What follows belongs to an exercise in optimizing a design on an open flow for small area and a short achievable clock period; a production flow would make more cautious choices.
In this exercise RTL edits were held to simulation tests only and were not proved equivalent to the original.
No activity file was given, so power comes from the tool's default toggle rates.

$ cat design/flow/design.v
module vga_anim (
    input  wire        clk,
    input  wire        rst,           
    input  wire [15:0] script_len,    
    output wire [15:0] script_addr,   
    input  wire [47:0] script_data,   
    output wire        hsync_pin,
    output wire        vsync_pin,
    output wire [5:0]  color,
    output wire [2:0]  fault_code
);
    reg [6:0] h;
    reg [4:0] ly;
    reg [1:0] sl;
    reg       hs;          
    reg       vs;          
    reg       tick;        
    reg [5:0] col;         
    wire h_end     = (h == 7'd83);
    wire line_end  = (h == 7'd68);
    wire visible   = !ly[4];
    wire do_sample = visible && !h[6] && (h[1:0] == 2'd0);
    wire last_line = (ly == 5'd17) && (sl == 2'd2);
    wire [5:0] grid_rdata;
    reg  rst_r;
    wire rr = rst | rst_r;
    always @(posedge clk)
        rst_r <= rst;
    always @(posedge clk) begin
        if (rst_r) begin
            h    <= 7'd70;         
            ly   <= 5'd0;
            sl   <= 2'd0;
        end else begin
            h <= h_end ? 7'd0 : h + 7'd1;
            if (line_end) begin
                if (sl == 2'd2) begin
                    sl <= 2'd0;
                    ly <= (ly == 5'd17) ? 5'd0 : ly + 5'd1;
                end else begin
                    sl <= sl + 2'd1;
                end
            end
        end
    end
    always @(posedge clk) begin
        if (rr) begin
            hs   <= 1'b0;
            vs   <= 1'b0;
            tick <= 1'b0;
            col  <= 6'd0;
        end else begin
            if (h == 7'd72) hs <= 1'b1;
            if (h == 7'd80) hs <= 1'b0;
            if (h == 7'd0) begin
                if (ly == 5'd16 && sl == 2'd2) vs <= 1'b1;     
                if (ly == 5'd17 && sl == 2'd1) vs <= 1'b0;     
            end
            tick <= (h == 7'd67) && last_line;
            if (do_sample)
                col <= grid_rdata;
            else if (h == 7'd64)
                col <= 6'd0;
        end
    end
    wire rst_n;
    io_inv   u_rstn (.a(rst), .y(rst_n));
    io_nand2 u_hs   (.a(rst_n), .b(hs), .y(hsync_pin));
    io_nand2 u_vs   (.a(rst_n), .b(vs), .y(vsync_pin));
    assign color     = rst ? 6'd0 : col;
    localparam F_NONE         = 3'd0;
    localparam F_RECT_X_ORDER = 3'd1;
    localparam F_RECT_Y_ORDER = 3'd2;
    localparam F_RECT_X_RANGE = 3'd3;
    localparam F_RECT_Y_RANGE = 3'd4;
    localparam F_TICK_OVERRUN = 3'd5;
    reg        paint;      
    reg        fault;      
    reg [15:0] idx;        
    reg [15:0] sa;         
    reg [7:0]  wr;
    reg [1:0]  off;        
    reg [3:0]  px, py, rx1, rx2, ry2;
    reg [5:0]  rcol;
    reg [2:0]  fcode;
    wire [16:0] sa_inc = {1'b0, sa} + 17'd1;
    wire [15:0] sa_nxt = (sa_inc >= {1'b0, script_len}) ? 16'd0 : sa_inc[15:0];
    wire        n_end  = (sa == 16'd0);
    assign script_addr = rst ? 16'd0 : sa;
    wire [7:0] s_x1   = script_data[7:0];
    wire [7:0] s_y1   = script_data[15:8];
    wire [7:0] s_x2   = script_data[23:16];
    wire [7:0] s_y2   = script_data[31:24];
    wire [5:0] s_col  = script_data[37:32];
    wire [7:0] s_wait = script_data[47:40];
    wire [2:0] x2_hi = {1'b0, s_x2[3:2]} + {1'b0, off};
    wire       x_out = (s_x2[7:4] != 4'd0) || x2_hi[2];
    wire [2:0] ld_fault = (s_x1 > s_x2)           ? F_RECT_X_ORDER :
                          (s_y1 > s_y2)           ? F_RECT_Y_ORDER :
                          x_out                   ? F_RECT_X_RANGE :
                          (s_y2[7:4] != 4'd0)     ? F_RECT_Y_RANGE : F_NONE;
    wire       ld_ok = (ld_fault == F_NONE);
    wire [3:0] ld_x1 = {s_x1[3:2] + off, s_x1[1:0]};
    wire [3:0] ld_x2 = {s_x2[3:2] + off, s_x2[1:0]};
    wire row_last  = (px == rx2);
    wire rect_last = row_last && (py == ry2);
    wire chain     = !n_end && (s_wait == 8'd0);
    wire idle      = !paint && !fault;
    wire draw      = idle && tick && (wr == 8'd0);
    wire cont      = paint && !tick && rect_last && chain;
    wire do_load   = draw || cont;
    always @(posedge clk) begin
        if (rr) begin
            paint <= 1'b0;
            fault <= 1'b0;
            sa    <= 16'd0;
            fcode <= F_NONE;
        end else begin
            if (do_load) begin
                if (ld_ok) begin
                    paint <= 1'b1;
                    sa    <= sa_nxt;
                end else begin
                    paint <= 1'b0;
                    fault <= 1'b1;
                    fcode <= ld_fault;
                end
            end
            if (paint) begin
                if (tick) begin
                    paint <= 1'b0;
                    fault <= 1'b1;
                    fcode <= F_TICK_OVERRUN;
                    sa    <= idx;
                end else if (rect_last && !chain) begin
                    paint <= 1'b0;
                end
            end
        end
    end
    always @(posedge clk) begin
        if (rst_r) begin
            idx <= 16'd0;
            wr  <= s_wait;
            off <= 2'd0;
        end else begin
            if (idle && tick && wr != 8'd0)
                wr <= wr - 8'd1;
            if (paint && !tick && rect_last) begin
                idx <= sa;
                if (!chain) begin
                    wr  <= s_wait;
                    off <= off + 2'd1;
                end
            end
        end
    end
    always @(posedge clk) begin
        if (do_load) begin
            rx1  <= ld_x1;
            rx2  <= ld_x2;
            ry2  <= s_y2[3:0];
            rcol <= s_col;
            px   <= ld_x1;
            py   <= s_y1[3:0];
        end else if (paint && !tick) begin
            if (!row_last) begin
                px <= px + 4'd1;
            end else begin
                px <= rx1;
                py <= py + 4'd1;
            end
        end
    end
    assign fault_code = fcode;
    wire        we = paint && !tick;
    wire [15:0] rsel, csel;
    wire [5:0]  wdata = rst_r ? 6'd0 : rcol;
    genvar i, j;
    generate
        for (i = 0; i < 16; i = i + 1) begin : g_sel
            assign rsel[i] = rst_r || (we && py == i);
            assign csel[i] = rst_r || (px == i);
        end
    endgenerate
    wire [6*256-1:0] grid_flat;
    generate
        for (i = 0; i < 16; i = i + 1) begin : g_row
            for (j = 0; j < 16; j = j + 1) begin : g_cell
                reg [5:0] q;
                always @(posedge clk)
                    if (rsel[i] && csel[j])
                        q <= wdata;
                assign grid_flat[6*(16*i+j) +: 6] = q;
            end
        end
    endgenerate
    wire [15:0] rs, cs;
    generate
        for (i = 0; i < 16; i = i + 1) begin : g_rsel
            assign rs[i] = (ly[3:0] == i);
            assign cs[i] = (h[5:2] == i);
        end
    endgenerate
    genvar b, p;
    generate
        for (b = 0; b < 6; b = b + 1) begin : g_rbit
            wire [31:0] half;      
            wire [10:0] cn;        
            wire [2:0]  part;
            for (j = 0; j < 16; j = j + 1) begin : g_col
                wire [5:0] tn;
                for (p = 0; p < 5; p = p + 1) begin : g_tri
                    rd_aoi222 u_t (
                        .a1(grid_flat[6*(16*(3*p)+j) + b]),   .a2(rs[3*p]),
                        .b1(grid_flat[6*(16*(3*p+1)+j) + b]), .b2(rs[3*p+1]),
                        .c1(grid_flat[6*(16*(3*p+2)+j) + b]), .c2(rs[3*p+2]),
                        .y(tn[p]));
                end
                rd_nand2 u_l (.a(grid_flat[6*(16*15+j) + b]), .b(rs[15]), .y(tn[5]));
                rd_nand3 u_h0 (.a(tn[0]), .b(tn[1]), .c(tn[2]), .y(half[2*j]));
                rd_nand3 u_h1 (.a(tn[3]), .b(tn[4]), .c(tn[5]), .y(half[2*j+1]));
            end
            for (p = 0; p < 11; p = p + 1) begin : g_ctri
                localparam integer H0 = 3*p;
                localparam integer H1 = (3*p+1 > 31) ? 31 : 3*p+1;
                localparam integer H2 = (3*p+2 > 31) ? 31 : 3*p+2;
                rd_aoi222 u_c (
                    .a1(half[H0]), .a2(cs[H0/2]),
                    .b1(half[H1]), .b2(cs[H1/2]),
                    .c1(half[H2]), .c2(cs[H2/2]),
                    .y(cn[p]));
            end
            rd_nand4 u_p0 (.a(cn[0]), .b(cn[1]), .c(cn[2]),  .d(cn[3]), .y(part[0]));
            rd_nand4 u_p1 (.a(cn[4]), .b(cn[5]), .c(cn[6]),  .d(cn[7]), .y(part[1]));
            rd_nand3 u_p2 (.a(cn[8]), .b(cn[9]), .c(cn[10]), .y(part[2]));
            assign grid_rdata[b] = |part;
        end
    endgenerate
endmodule
module rd_aoi222 (input wire a1, input wire a2, input wire b1, input wire b2,
                  input wire c1, input wire c2, output wire y);
    assign y = ~((a1 & a2) | (b1 & b2) | (c1 & c2));
endmodule
module rd_nand2 (input wire a, input wire b, output wire y);
    assign y = ~(a & b);
endmodule
module rd_nand3 (input wire a, input wire b, input wire c, output wire y);
    assign y = ~(a & b & c);
endmodule
module rd_nand4 (input wire a, input wire b, input wire c, input wire d, output wire y);
    assign y = ~(a & b & c & d);
endmodule
module io_inv (input wire a, output wire y);
    assign y = ~a;
endmodule
module io_nand2 (input wire a, input wire b, output wire y);
    assign y = ~(a & b);
endmodule
$ cat design/flow/constraint.sdc
create_clock -name core_clock -period 10.0 [get_ports {clk}]
set_input_delay 2.0000 -clock core_clock [delete_from_list [all_inputs] [get_ports {clk}]]
set_output_delay 2.0000 -clock core_clock [all_outputs]
set_load 0.01 [all_outputs]
$ cat design/flow/flow/io.tcl
# Keep rst next to the outputs it gates, so the reset-to-output paths
# (input delay + output delay + a gate) stay short.
set_io_pin_constraint -group -order -region bottom:* -pin_names {
  script_addr[15] script_addr[14] script_addr[13] script_addr[12]
  script_addr[11] script_addr[10] script_addr[9] script_addr[8]
  color[5] color[4] color[3] hsync_pin rst vsync_pin color[2] color[1] color[0]
  script_addr[7] script_addr[6] script_addr[5] script_addr[4]
  script_addr[3] script_addr[2] script_addr[1] script_addr[0]
}
$ cat design/flow/config.mk
export PLATFORM = sky130hd
export DESIGN_NAME = vga_anim
export DESIGN_NICKNAME = vga_anim
export VERILOG_FILES = /design/flow/design.v
export SDC_FILE = /design/flow/constraint.sdc
export NUM_CORES = 4
export LEC_CHECK = 0
export CAP_MARGIN = 20
export CORE_MARGIN = 2
export CORE_UTILIZATION = 45
export SLEW_MARGIN = 20
export SYNTH_HIERARCHICAL = 1
export SYNTH_MINIMUM_KEEP_SIZE = 0
$ cat design/flow/flow/run.sh
#!/bin/bash
# Standard ORFS layout (the standard.sh, unchanged synthesis) with:
#  - timing repair aiming below the clock period (repair_timing works on every
#    path whose slack is under SETUP_SLACK_MARGIN),
#  - plain buf_1 port buffers (repair resizes them where timing needs it),
#  - larger clock-tree sink clusters (fewer leaf clock buffers),
#  - rst placed among the output pins it gates (flow/io.tcl), so its input
#    buffer can drive the output gates directly,
#  - a max-fanout design rule added to the floorplan's constraints, so that
#    repair_design splits the grid's very wide data nets into smaller ones
#    (the clock period, I/O delays and loads are unchanged).
set -euo pipefail
ARGS=(
  SETUP_SLACK_MARGIN=5.65
  "BUFFER_PORTS_ARGS=-buffer_cell sky130_fd_sc_hd__buf_1"
  CTS_CLUSTER_SIZE=25 CTS_CLUSTER_DIAMETER=90
  IO_CONSTRAINTS=$PWD/flow/io.tcl
)
RES=$PWD/orfs/results/$FLOW_PLATFORM/vga_anim/base
bash standard.sh "${ARGS[@]}" floorplan > standard_floorplan.log 2>&1
echo 'set_max_fanout 80 [current_design]' >> "$RES/2_floorplan.sdc"
bash standard.sh "${ARGS[@]}" finish > standard_finish.log 2>&1
$ cat design/flow/standard.sh
#!/bin/bash
# synth_recipe.tcl (not shown) runs the flow's synth.tcl, then flattens the netlist and writes it again
# the make line also repeats each setting of config.mk as NAME=value (left out here)
make -C /OpenROAD-flow-scripts/flow DESIGN_CONFIG=/design/flow/config.mk WORK_HOME=/design/flow/orfs CLKGATE_MAP_FILE= SYNTH_SCRIPT=/design/flow/synth_recipe.tcl "${@:-finish}"
==> run notes, run 1 <==
* Setup violations, final at 0
* Post-Syn Area per Cell at 17.7 µm²
* Final Cycle Share at between 40% and 50%
* Slowest stage cell, crit path: buf_16
* Worst-Skew Late Latency at roughly 690 ps
* Crit path required time at 8000 ps
* DRC at 0
* Total Die Area at 137000 µm²
* Fraction of final layout cells sized beyond drive strength 1 at 8.57%
* Synth cell types at 63
* Number of global-route vias before repair at 33000
* LEAKAGE at 0.0220 µW
* Xor/xnor share of the synthesized area at 0.624%
* Yosys warns at 7
* H-tree lvl count at 3
* TNS Setup at 0 ps
* Largest fanout on the critical path at 11
* Status: timing/DRC/antenna clean
* Final Slew Violations at 0
* Die H at 370 µm
* First-pass GRT wire length at around 230000 µm
* TritonCTS buffer count at 76
* Clk sinks at between 1500 and 2000
* Core area at around 130000 µm²
* CTS tree: built
* CTS Buffer Depth at 3
* Synthesized Nets at 3536
* Reg2reg path depth at 11
* Gr usage total at between 20% and 30%
* ANT cells at 0
* Slew HR at 23.4%
* Final number of hold-violating endpoints at 0
* Worst VDD drop at around 0.13 mV
* Initial core utilization at 45.3%
* Largest family of logic cells by synthesized area: compound AO/OA/AOI/OAI gates
* WL per Instance at 29.1 µm
* Hold depth at 2
* MaxCap Viol Count at 0
* Clock skew at between 30 and 40 ps
* Primary FF master, synth: edfxtp_1
* Worst path cell trace: buf_12 -> buf_16 -> nor2b_2 -> buf_2
* Synth Cell Area at approximately 60000 µm²
* Dominant cell type by area after synthesis: edfxtp_1
* Tmin final at 4540 ps
* Multi-input gate area at about 12000 µm²
* CP peak stage delay at about 150 ps
* Crit end category: output pin
* Post-synth EDFFs at 1562
* Proportion of synthesized area in mux cells at less than 1%
* Post-detailed-route count of antenna-violating nets at 0
* Compound-cell area share of the yosys netlist at 10.6%
* Register area share after synthesis at 80.1%
* Hold Path Class: reg2reg
* Largest net degree at the start of global routing at 81
* Synth area leaders: edfxtp_1 78%, a222oi_1 9.1%, dfxtp_1 2.4%
* RSZ-0062 raised after global routing: true
* I/O Buffers at 90
* CTS root buffer: clkbuf_16
* Fraction of registers with async set/reset at 0%
* Iter 0 DRT Violations at around 5900
* Fillers at between 10000 and 15000
* Gp weighted congestion at 0.841
* DR vias at 34500
* Worst Max-Slew Pin Slew at 1140 ps
* Number of I/O pins at 93
* Cell Pwr Density at 176 nW/µm²
* Fraction of the mapped netlist area in simple logic gates at 6.40%
* Chip width at 370 µm
* Synth top area share at 77.7%
* DPL Wire Length at about 96000 µm
* Startpoint Class: primary input
* Row Count at approximately 130
* Top achievable clock speed at 0.220 GHz
* Post-synthesis adder-cell area fraction at 1.09%
* Routed wire length at roughly 160000 µm
* Setup CP Type: in2out
* Drt first pass iters at 14
* # hold bufs at CTS at 0
* Final net count at ~3700
* Overall Power at 11700 µW
* Seq. cell area at 48300 µm²
* Cells after Synth at 3418
* Synth Register Bits at 1633
* Hold_ws at between 400 and 500 ps
* Area Overhead vs Synth at 9.75%
* Critical path arrival at 2540 ps
* Initial antenna violation count at 2
* Via/cell ratio at around 6.4
* Cell Count, Final, Fillers Out at 5421
* Worst-path clk slew at ~100 ps
* R2r setup slk at 5750 ps
* Final Util at 49.7%
* Placed Instances at approximately 5300
* GR Overflow Total at 0
==> repair_timing <==
| action | CTS | global route |
|---|---|---|
| setup endpoints to repair | 25 | 43 |
| gates cloned | 2 | 0 |
| resized for setup | 55 | 20 |
| buffers inserted | 2 | 4 |
| pin swaps | 1 | 3 |
| endpoints found under the hold margin | 0 | 0 |
==> report_power, final <==
| part | leakage, µW | internal [µW] | switching, µW | total (µW) |
|---|---|---|---|---|
| combinational | 0.00484 | 75.9 | 335 | 411 |
| clock | 0.00105 | 1490 | 2050 | 3540 |
| sequential | 0.0161 | 7680 | 53.2 | 7730 |
| total | 0.0220 | 9240 | 2440 | 11700 |
==> cells by family (layout without fill, tap and decap cells) <==
family / after synthesis / in the layout
flip-flops: 1633 / 1633
AO/OA/AOI/OAI: 699 / 699
XOR/XNOR: 43 / 43
AND/OR/NAND/NOR: 845 / 845
multiplexers: 23 / 23
adder cells (fa/ha/maj): 52 / 52
buffers and inverters: 123 / 358
==> Yosys stat by module, one instance, submodules excluded <==
module     cells  cell area [µm²]
rd_nand3       1             5.00
rd_aoi222      1             10.0
rd_nand2       1             3.75
rd_nand4       1             6.26
io_inv         1             3.75
io_nand2       1             3.75
vga_anim    2563            53400
==> final cells by class <==
cell class              instances  share of cell area [%]
clock buffers                  98                    3.08
multi-input cells            1662                    18.1
flip-flops and latches       1633                    73.0
clock inverters                 9                   0.195
inverters                      49                   0.297
well taps                    1768                    3.34
repair buffers                202                    2.04
==> metrics by stage <==
stage | setup WS (ps) | instance area [µm²]
2_1_floorplan | 4480 | 60400
3_3_place_gp | 5150 | 63700
3_5_place_dp | 5150 | 63700
4_1_cts | 5460 | 66100
5_1_grt | 5440 | 66200
6_report | 5460 | 66200
==> worst paths after layout <==
| path | from | to |
|---|---|---|
| min reg2reg | fcode[1] | fcode[1] |
| max | rst | color[2] |
| max reg2reg | ly[0] | col[0] |
| min | fcode[1] | fcode[1] |
==> flip-flops by register name (all words and copies together) (netlist names), 2 cells and up <==
name / count
h: 7
py: 4
ry2: 4
rx1: 4
px: 4
fcode: 3
sl: 2
wr: 8
col: 6
sa: 16
idx: 16
off: 2
rcol: 6
rx2: 4
g_row.g_cell.q: 1536
ly: 5
==> routing by layer <==
metal / GRT usage [%] / part of all wire, %
met5: 0 / 0
met4: 5.34 / 2.4
met3: 3.45 / 8.7
met2: 36.8 / 49
met1: 31.8 / 40
==> layout by cell type (no fill, tap or decap), types with 8 or more instances in the layout <==
cell type / instances
buf_6: 12
and2_1: 16
o21ai_0: 26
clkbuf_1: 19
nand2_1: 146
o21ai_1: 10
ha_1: 50
buf_2: 12
a222oi_1: 546
edfxtp_1: 1562
nor3_1: 9
nand4_1: 23
mux2i_1: 21
a21oi_1: 44
a32oi_1: 8
nor2b_2: 17
inv_1: 48
a21oi_4: 16
nor2b_1: 12
and3_1: 13
buf_1: 65
buf_4: 109
xor2_1: 23
nor2_1: 333
xnor2_1: 20
clkbuf_16: 78
dfxtp_1: 70
nand3_1: 213
nand2b_1: 8
==> critical path, delay by kind of cell <==
family        cells  cell delay (ps)
buf+inv           3              420
simple gates      1              120
==> cell usage after synthesis, types with 23 or more instances <==
cell,instances
xor2_1,23
dfxtp_1,71
nand3_1,213
a21oi_1,63
nor2_1,338
inv_1,49
nor2b_1,36
nand4_1,23
o21ai_0,26
edfxtp_1,1562
nand2_1,148
ha_1,51
a222oi_1,546
clkbuf_1,60
==> run 2: changes to the inputs <==
--- a/design/flow/flow/run.sh
+++ b/design/flow/flow/run.sh
@@ -11,7 +11,7 @@
 #    (the clock period, I/O delays and loads are unchanged).
 set -euo pipefail
 ARGS=(
-  SETUP_SLACK_MARGIN=5.65
+  SETUP_SLACK_MARGIN=6.0
   "BUFFER_PORTS_ARGS=-buffer_cell sky130_fd_sc_hd__buf_1"
   CTS_CLUSTER_SIZE=25 CTS_CLUSTER_DIAMETER=90
   IO_CONSTRAINTS=$PWD/flow/io.tcl
==> run notes, run 2 <==
* Status: timing/DRC/antenna clean (unchanged)
* I/O Buffers at 90 (unchanged)
* RSZ-0062 raised after global routing: true (unchanged)
* Clock Power Share at 30.1% (was 30.3%)
* Chip width at 370 µm (unchanged)
* Drt first pass iters at 13 (was 14)
* Via/cell ratio at 6.36 (about the same)
* Hold Path Class: reg2reg (unchanged)
* HP Start: fcode[1] (unchanged)
* Most numerous cell in the Yosys netlist: edfxtp_1 (unchanged)
* Combinational share of power at 3.6% (was 3.5%)
* First-pass GRT wire length at 229000 µm (was 227000 µm)
* Synth top area share at 77.7% (unchanged)
* Initial core utilization at 45.3% (unchanged)
* Reported net switching power at 2430 µW (was 2440 µW)
* Worst VDD drop at 0.147 mV (was 0.129 mV)
* GR Overflow Total at 0 (unchanged)
* Setup CP Type: in2out (unchanged)
* Cell Pwr Density at 175 nW/µm² (was 176 nW/µm²)
* Final Util at 49.9% (was 49.7%)
* Final net count at 3746 (was 3742)
* Tmin final at 4560 ps (was 4540 ps)
* Initial antenna violation count at 3 (was 2)
* Gr usage total at 22.8% (was 22.5%)
* DPL Wire Length at 97200 µm (was 96100 µm)
* Final Cycle Share at 45.6% (was 45.4%)
* Fillers at 10900 (about the same)
* Crit end category: output pin (unchanged)
* Die H at 370 µm (unchanged)
* Multi-input gate area at 12200 µm² (was 12000 µm²)
* Clock skew at 30.3 ps (was 36.6 ps)
* Met3 Usage GRT at 3.35% (was 3.45%)
* Register area share after synthesis at 80.1% (unchanged)
* Number of global-route vias before repair at 32700 (was 33000)
* Cell-internal power at 9230 µW (was 9240 µW)
* Most Crowded Layer GR: met2 (unchanged)
* H-tree lvl count at 3 (unchanged)
* Worst r2r src: ly[0] (unchanged)
* TritonCTS buffer count at 76 (unchanged)
* Area Overhead vs Synth at 10.3% (was 9.75%)
* Top achievable clock speed at 0.219 GHz (was 0.220 GHz)
* Cells after Synth at 3418 (unchanged)
* Final number of hold-violating endpoints at 0 (unchanged)
* Worst-path clk slew at 100 ps (about the same)
* CTS root buffer: clkbuf_16 (unchanged)
* Largest regs: g_row.g_cell.q: 1536 flops, idx: 16 flops, sa: 16 flops (unchanged)
* ANT cells at 0 (unchanged)
* Number of I/O pins at 93 (unchanged)
* DR vias at 34500 (about the same)
* Placed Instances at 5306 (was 5305)
* # hold bufs at CTS at 0 (unchanged)
* Synthesized Nets at 3536 (unchanged)
* Sw Ratio at 20.8% (was 20.9%)
* Max reg flops at 1536 (unchanged)
* Setup violations, final at 0 (unchanged)
* Routed wire length at 159000 µm (was 158000 µm)
* Fraction of final layout cells sized beyond drive strength 1 at 9.23% (was 8.57%)
* Largest fanout on the critical path at 11 (unchanged)
* Cell Count, Final, Fillers Out at 5421 (unchanged)
* Sequential share of power at 66.3% (was 66.2%)
* CTS Buffer Depth at 3 (unchanged)
* Crit path required time at 8000 ps (about the same)
* Startpoint Class: primary input (unchanged)
* LEAKAGE at 0.0221 µW (was 0.0220 µW)
* WL per Instance at 29.4 µm (was 29.1 µm)
* Worst Setup SP: rst (unchanged)
* TNS Setup at 0 ps (unchanged)
* Final Slew Violations at 0 (unchanged)
* Commonest non-fill, non-tap cell in the layout: edfxtp_1 (unchanged)
* Synth area leaders: edfxtp_1 78%, a222oi_1 9.1%, dfxtp_1 2.4% (unchanged)
* DRC at 0 (unchanged)
* Synth cell types at 63 (unchanged)
* Total Die Area at 137000 µm² (unchanged)
* Fraction of registers with async set/reset at 0% (unchanged)
* Post-Syn Area per Cell at 17.7 µm² (unchanged)
* Global Route met1 Usage at 33.2% (was 31.8%)
* Post-detailed-route count of antenna-violating nets at 0 (unchanged)
* Synth Register Bits at 1633 (unchanged)
* Worst Max-Slew Pin Slew at 1140 ps (about the same)
* Most frequent cells in the layout: 1562 x edfxtp_1, 546 x a222oi_1, 333 x nor2_1 (unchanged)
* Largest net degree at the start of global routing at 81 (unchanged)
* Post-synth top cells: 1562 x edfxtp_1, 546 x a222oi_1, 338 x nor2_1 (unchanged)
* Clk sinks at 1633 (unchanged)
* Yosys warns at 7 (unchanged)
* Core area at 133000 µm² (unchanged)
* GR Layer Usage met2 at 36.2% (was 36.8%)
* Row Count at 134 (unchanged)
* Critical path arrival at 2560 ps (was 2540 ps)
* Synth Cell Area at 60300 µm² (unchanged)
* Worst-Skew Late Latency at 690 ps (about the same)
* Hold_ws at 474 ps (was 466 ps)
* Slew HR at 23.9% (was 23.4%)
* Gp weighted congestion at 0.900 (was 0.841)
* CTS tree: built (unchanged)
* Post-synth EDFFs at 1562 (unchanged)
* Primary FF master, synth: edfxtp_1 (unchanged)
* Dominant cell type by area after synthesis: edfxtp_1 (unchanged)
* Top reg by flops: g_row.g_cell.q (unchanged)
* Seq. cell area at 48300 µm² (about the same)
* MaxCap Viol Count at 0 (unchanged)
* Iter 0 DRT Violations at 5945 (was 5928)
[run 2: cell counts after synthesis]
No cell type changed its count.
[run 2: layout make-up]
type / count / share of cell area [%]
Multi-Input combinational cell: 1663 / 18.3
Sequential cell: 1633 / 72.6
Inverter: 49 / 0.301
Tap cell: 1768 / 3.32
Timing Repair Buffer: 205 / 2.28
Clock buffer: 94 / 3.04
Clock inverter: 9 / 0.190
[run 2: logic make-up (layout without fill, tap and decap cells)]
logic type,after synthesis,count (layout),share of synthesized area (%)
AOI/OAI and AO/OA,699,699,10.6
xor gates and xnor gates,43,43,0.624
adders and majority gates,52,52,1.09
buffers and inverters,123,357,0.813
DFF,1633,1633,80.1
muxes,23,23,0.386
and+or+nand+nor,845,846,6.40
[run 2: per-layer routing]
metal	wire (µm)	up-vias
li1	-	15000
met1	64600	17600
met2	75800	1686
met3	15100	154
met4	3840	0
met5	0	-
[run 2: per-stage QoR]
step                      cell area, µm²  total power [µW]  worst slack (ps)
after detailed placement           63900              8300              5080
after global routing               66600             12000              5430
after CTS                          66400             11700              5440
after global placement             63900              8280              5090
final                              66600             11700              5440
after floorplan                    60700              8100              4480
[run 2: final timing paths]
kind                                        to  slack, ps  cells past startpoint
worst max-delay path            script_addr[4]       5440                      4
worst min-delay path                  fcode[1]        470                      2
worst max register to register          col[3]       6010                     11
worst min register to register        fcode[1]        470                      2
[run 2: what timing repair did]
| item | in CTS | in global routing |
|---|---|---|
| cloned | 2 | 1 |
| pin swaps | 16 | 20 |
| buffers inserted | 4 | 5 |
| setup endpoints to repair | 43 | 106 |
| gates resized for setup | 72 | 29 |
| hold endpoints to repair | 0 | 0 |
[run 2: worst max-delay path, stage by stage]
cell and delay [ps]:
clkbuf_16 140, buf_16 160, nor2b_4 130, buf_6 120
[run 2: Yosys stat by module, one instance, submodules excluded]
module / copies in the design / flip-flops and latches / cells
rd_nand3: 198 / 0 / 1
io_inv: 1 / 0 / 1
rd_aoi222: 546 / 0 / 1
io_nand2: 2 / 0 / 1
vga_anim: 1 / 1633 / 2563
rd_nand2: 96 / 0 / 1
rd_nand4: 12 / 0 / 1
[run 2: power groups by stage]
stage | sequential (µW) | clock [µW] | combinational, µW
after floorplan | 7870 | 0 | 223
after global placement | 7880 | 0 | 403
after detailed placement | 7890 | 0 | 408
after CTS | 7730 | 3570 | 416
after global routing | 7750 | 3800 | 446
final | 7730 | 3510 | 416
==> run 3: changes to the inputs <==
--- a/design/flow/flow/run.sh
+++ b/design/flow/flow/run.sh
@@ -11,7 +11,7 @@
 #    (the clock period, I/O delays and loads are unchanged).
 set -euo pipefail
 ARGS=(
-  SETUP_SLACK_MARGIN=6.0
+  SETUP_SLACK_MARGIN=5.85
   "BUFFER_PORTS_ARGS=-buffer_cell sky130_fd_sc_hd__buf_1"
   CTS_CLUSTER_SIZE=25 CTS_CLUSTER_DIAMETER=90
   IO_CONSTRAINTS=$PWD/flow/io.tcl
--- a/design/flow/config.mk
+++ b/design/flow/config.mk
@@ -7,7 +7,7 @@
 export LEC_CHECK = 0
 export CAP_MARGIN = 20
 export CORE_MARGIN = 2
-export CORE_UTILIZATION = 45
+export CORE_UTILIZATION = 50
 export SLEW_MARGIN = 20
 export SYNTH_HIERARCHICAL = 1
 export SYNTH_MINIMUM_KEEP_SIZE = 0
==> run notes, run 3 <==
* Status: timing/DRC/antenna clean (unchanged)
* MaxCap Viol Count at 0 (unchanged)
* Synth area leaders: edfxtp_1 78%, a222oi_1 9.1%, dfxtp_1 2.4% (unchanged)
* WL per Instance at 30.4 µm (was 29.4 µm)
* Initial core utilization at 50.4% (was 45.3%)
* Core area at 120000 µm² (was 133000 µm²)
* Iter 0 DRT Violations at 6594 (was 5945)
* R2r setup slk at 5810 ps (was 6010 ps)
* Worst-path clk slew at 100 ps (about the same)
* Post-Place Setup Slack at 4670 ps (was 5080 ps)
* Drt first pass iters at 15 (was 13)
* TNS Setup at 0 ps (unchanged)
* Setup violations, final at 0 (unchanged)
* WP buf/inv at 2 (was 3)
* H-tree lvl count at 3 (unchanged)
* Cells after Synth at 3418 (unchanged)
* Slowest stage cell, crit path: clkbuf_16 (was buf_16)
* Crit end category: output pin (unchanged)
* Worst path cell trace: clkbuf_16 -> nor2b_4 -> buf_6 (was clkbuf_16 -> buf_16 -> nor2b_4 -> buf_6)
* Gr usage total at 25.7% (was 22.8%)
* Clk sinks at 1633 (unchanged)
* Final net count at 3733 (was 3746)
* Clock Power Share at 30.0% (was 30.1%)
* RSZ-0062 raised after global routing: true (unchanged)
* Post-Syn Area per Cell at 17.7 µm² (unchanged)
* Number of I/O pins at 93 (unchanged)
* Cell-internal power at 9230 µW (about the same)
* Critical path arrival at 2400 ps (was 2560 ps)
* Dominant cell type by area after synthesis: edfxtp_1 (unchanged)
* Sw Ratio at 20.7% (was 20.8%)
* Worst Setup SP: rst (unchanged)
* I/O Buffers at 90 (unchanged)
* Post-detailed-route count of antenna-violating nets at 0 (unchanged)
* Most frequent cells in the layout: 1562 x edfxtp_1, 546 x a222oi_1, 332 x nor2_1 (was 1562 x edfxtp_1, 546 x a222oi_1, 333 x nor2_1)
* CP peak stage delay at 150 ps (was 160 ps)
* Primary FF master, synth: edfxtp_1 (unchanged)
* Yosys warns at 7 (unchanged)
* Hold depth at 1 (was 2)
* First-pass GRT wire length at 231000 µm (was 229000 µm)
* Initial antenna violation count at 2 (was 3)
* TritonCTS buffer count at 76 (unchanged)
* Post-synth EDFFs at 1562 (unchanged)
* Cell Pwr Density at 176 nW/µm² (was 175 nW/µm²)
* Slew HR at 19.2% (was 23.9%)
* Total Die Area at 123000 µm² (was 137000 µm²)
* Reg2reg path depth at 10 (was 11)
* Startpoint Class: primary input (unchanged)
* Post-synth top cells: 1562 x edfxtp_1, 546 x a222oi_1, 338 x nor2_1 (unchanged)
* Tmin final at 4400 ps (was 4560 ps)
* Largest fanout on the critical path at 6 (was 11)
* Top reg by flops: g_row.g_cell.q (unchanged)
* Fraction of final layout cells sized beyond drive strength 1 at 8.78% (was 9.23%)
* Clock skew at 31.9 ps (was 30.3 ps)
* FF-to-FF End: col[4] (was col[3])
* Sequential share of power at 66.4% (was 66.3%)
* Combinational share of power at 3.5% (was 3.6%)
* Final Slew Violations at 0 (unchanged)
* Fraction of registers with async set/reset at 0% (unchanged)
* Via/cell ratio at 6.64 (was 6.36)
* CTS Buffer Depth at 3 (unchanged)
* Worst Hold Endpoint: h[0] (was fcode[1])
* Number of global-route vias before repair at 34200 (was 32700)
* Register area share after synthesis at 80.1% (unchanged)
* Largest regs: g_row.g_cell.q: 1536 flops, idx: 16 flops, sa: 16 flops (unchanged)
* Crit path required time at 8000 ps (about the same)
* Area Overhead vs Synth at 9.63% (was 10.3%)
* Synth Register Bits at 1633 (unchanged)
* Setup CP Type: in2out (unchanged)
* Commonest non-fill, non-tap cell in the layout: edfxtp_1 (unchanged)
* Synth cell types at 63 (unchanged)
* Final Cycle Share at 44.0% (was 45.6%)
* Cell Count, Final, Fillers Out at 5249 (was 5421)
* Gp weighted congestion at 0.880 (was 0.900)
* Worst Max-Slew Pin Slew at 1210 ps (was 1140 ps)
* HP Start: h[0] (was fcode[1])
* Delay-heaviest family, CP: buffers and inverters (unchanged)
* Final Util at 55.2% (was 49.9%)
* Worst-Skew Late Latency at 690 ps (about the same)
* Worst VDD drop at 0.130 mV (was 0.147 mV)
* Final number of hold-violating endpoints at 0 (unchanged)
* Synth Cell Area at 60300 µm² (unchanged)
* Max reg flops at 1536 (unchanged)
* Worst setup margin at 5600 ps (was 5440 ps)
* DR vias at 34900 (was 34500)
* Fillers at 9292 (was 10900)
* Top achievable clock speed at 0.227 GHz (was 0.219 GHz)
* Reported net switching power at 2410 µW (was 2430 µW)
* Die H at 351 µm (was 370 µm)
* Chip width at 351 µm (was 370 µm)
* CTS root buffer: clkbuf_16 (unchanged)
* Synthesized Nets at 3536 (unchanged)
* Row Count at 127 (was 134)
* Hold Path Class: reg2reg (unchanged)
* GR Overflow Total at 0 (unchanged)
* Placed Instances at 5142 (was 5306)
* Worst r2r src: ly[1] (was ly[0])
* Routed wire length at 160000 µm (was 159000 µm)
* CTS tree: built (unchanged)
* LEAKAGE at 0.0220 µW (was 0.0221 µW)
* Synth top area share at 77.7% (unchanged)
* Largest net degree at the start of global routing at 81 (unchanged)
* Most numerous cell in the Yosys netlist: edfxtp_1 (unchanged)
* DRC at 0 (unchanged)
* DPL Wire Length at 99300 µm (was 97200 µm)
-- run 3: kinds of logic after synthesis --
group | after synthesis | share of synthesized area (%)
AO/OA/AOI/OAI | 699 | 10.6
XOR/XNOR | 43 | 0.624
adder cells (fa/ha/maj) | 52 | 1.09
buffers and inverters | 123 | 0.813
flip-flops | 1633 | 80.1
multiplexers | 23 | 0.386
AND/OR/NAND/NOR | 845 | 6.40
-- run 3: per-stage QoR --
step	hold slack, ps	instance area, µm²	power [µW]
floorplan	430	60600	8100
global placement	445	63500	8260
detailed placement	452	63500	8300
CTS	479	66000	11700
global route	518	66100	12000
finish	479	66100	11600
-- run 3: Yosys stat by module, one instance, submodules excluded --
| module | area [µm²] | cells | copies in the design | flip-flops and latches |
|---|---|---|---|---|
| vga_anim | 53400 | 2563 | 1 | 1633 |
| rd_aoi222 | 10.0 | 1 | 546 | 0 |
| rd_nand4 | 6.26 | 1 | 12 | 0 |
| rd_nand3 | 5.00 | 1 | 198 | 0 |
| io_inv | 3.75 | 1 | 1 | 0 |
| io_nand2 | 3.75 | 1 | 2 | 0 |
| rd_nand2 | 3.75 | 1 | 96 | 0 |
-- run 3: what timing repair did --
action | in CTS | in global routing
resized for setup | 87 | 27
setup endpoints to repair | 42 | 44
hold buffers | 0 | 0
pin swaps | 17 | 12
gates cloned | 2 | 1
setup buffers | 1 | 1
-- run 3: final cells by class --
type                    instances  area, µm²  share of cell area (%)
well taps                    1612       2020                    3.05
multi-input cells            1662      12000                    18.2
repair buffers                193       1420                    2.15
inverters                      49        196                   0.297
clock buffers                  90       2060                    3.12
flip-flops and latches       1633      48300                    73.1
diodes                          2       5.00                 0.00757
clock inverters                 8       93.8                   0.142
-- run 3: worst max path at each step --
stage | end | slack, ps | cells after the start
3_5_place_dp | hsync_pin | 4670 | 4
2_1_floorplan | g_row[0].g_cell[0].q[0] | 4480 | 4
4_1_cts | vsync_pin | 5600 | 4
5_1_grt | script_addr[12] | 5590 | 3
3_3_place_gp | hsync_pin | 4710 | 4
6_report | script_addr[7] | 5600 | 3
-- run 3: power by group through the flow --
| stage | Clock (µW) | Sequential [µW] | Combinational, µW |
|---|---|---|---|
| 2_1_floorplan | 0 | 7870 | 223 |
| 3_3_place_gp | 0 | 7880 | 387 |
| 3_5_place_dp | 0 | 7890 | 406 |
| 4_1_cts | 3560 | 7730 | 411 |
| 5_1_grt | 3770 | 7750 | 442 |
| 6_report | 3500 | 7730 | 412 |
-- run 3: metal layers --
metal / vias to the layer above / global-route usage, % / wire [µm]
met1: 17700 / 35.2 / 61400
met2: 1892 / 42.9 / 78100
met4: 2 / 7.16 / 4400
li1: 15000 / - / -
met5: - / 0 / 121
met3: 220 / 4.25 / 15900

[separate check: timing with driven ports]
How much do the figures lean on ideal ports? The routed layouts below were timed once more, with nothing changed but the port constraints.
Step 1 sets driving cells, clkbuf_16 on the clock port and buf_2 on the other inputs (assumed; they add their load-dependent delay and slew).
Step 2 times the ports against the registers' clock, not the clock port: input delays grow and output delays shrink by t, the midpoint of the rising clock arrivals with the driver on.
a / b / c = no drivers / after step 1 / after step 2; a / b = the first two.
run	shift t [ns]	slack for setup (ns)	hold WS [ns]	latest minus earliest clock arrival (ns)	slew at the worst register clock pin (ns)
run 1	0.763	5.458 / 5.413 / 5.243	0.466 / 0.466 / 0.466	0.048 / 0.048	0.10 / 0.10
run 2	0.751	5.444 / 5.401 / 5.378	0.474 / 0.474 / 0.474	0.030 / 0.030	0.10 / 0.10
run 3	0.762	5.603 / 5.429 / 5.230	0.479 / 0.479 / 0.479	0.045 / 0.045	0.10 / 0.10
After both steps setup and hold are still met in every run listed. The setup slack of run 3, which loses most, moves by -0.174 ns with the drivers and by -0.373 ns with both steps.
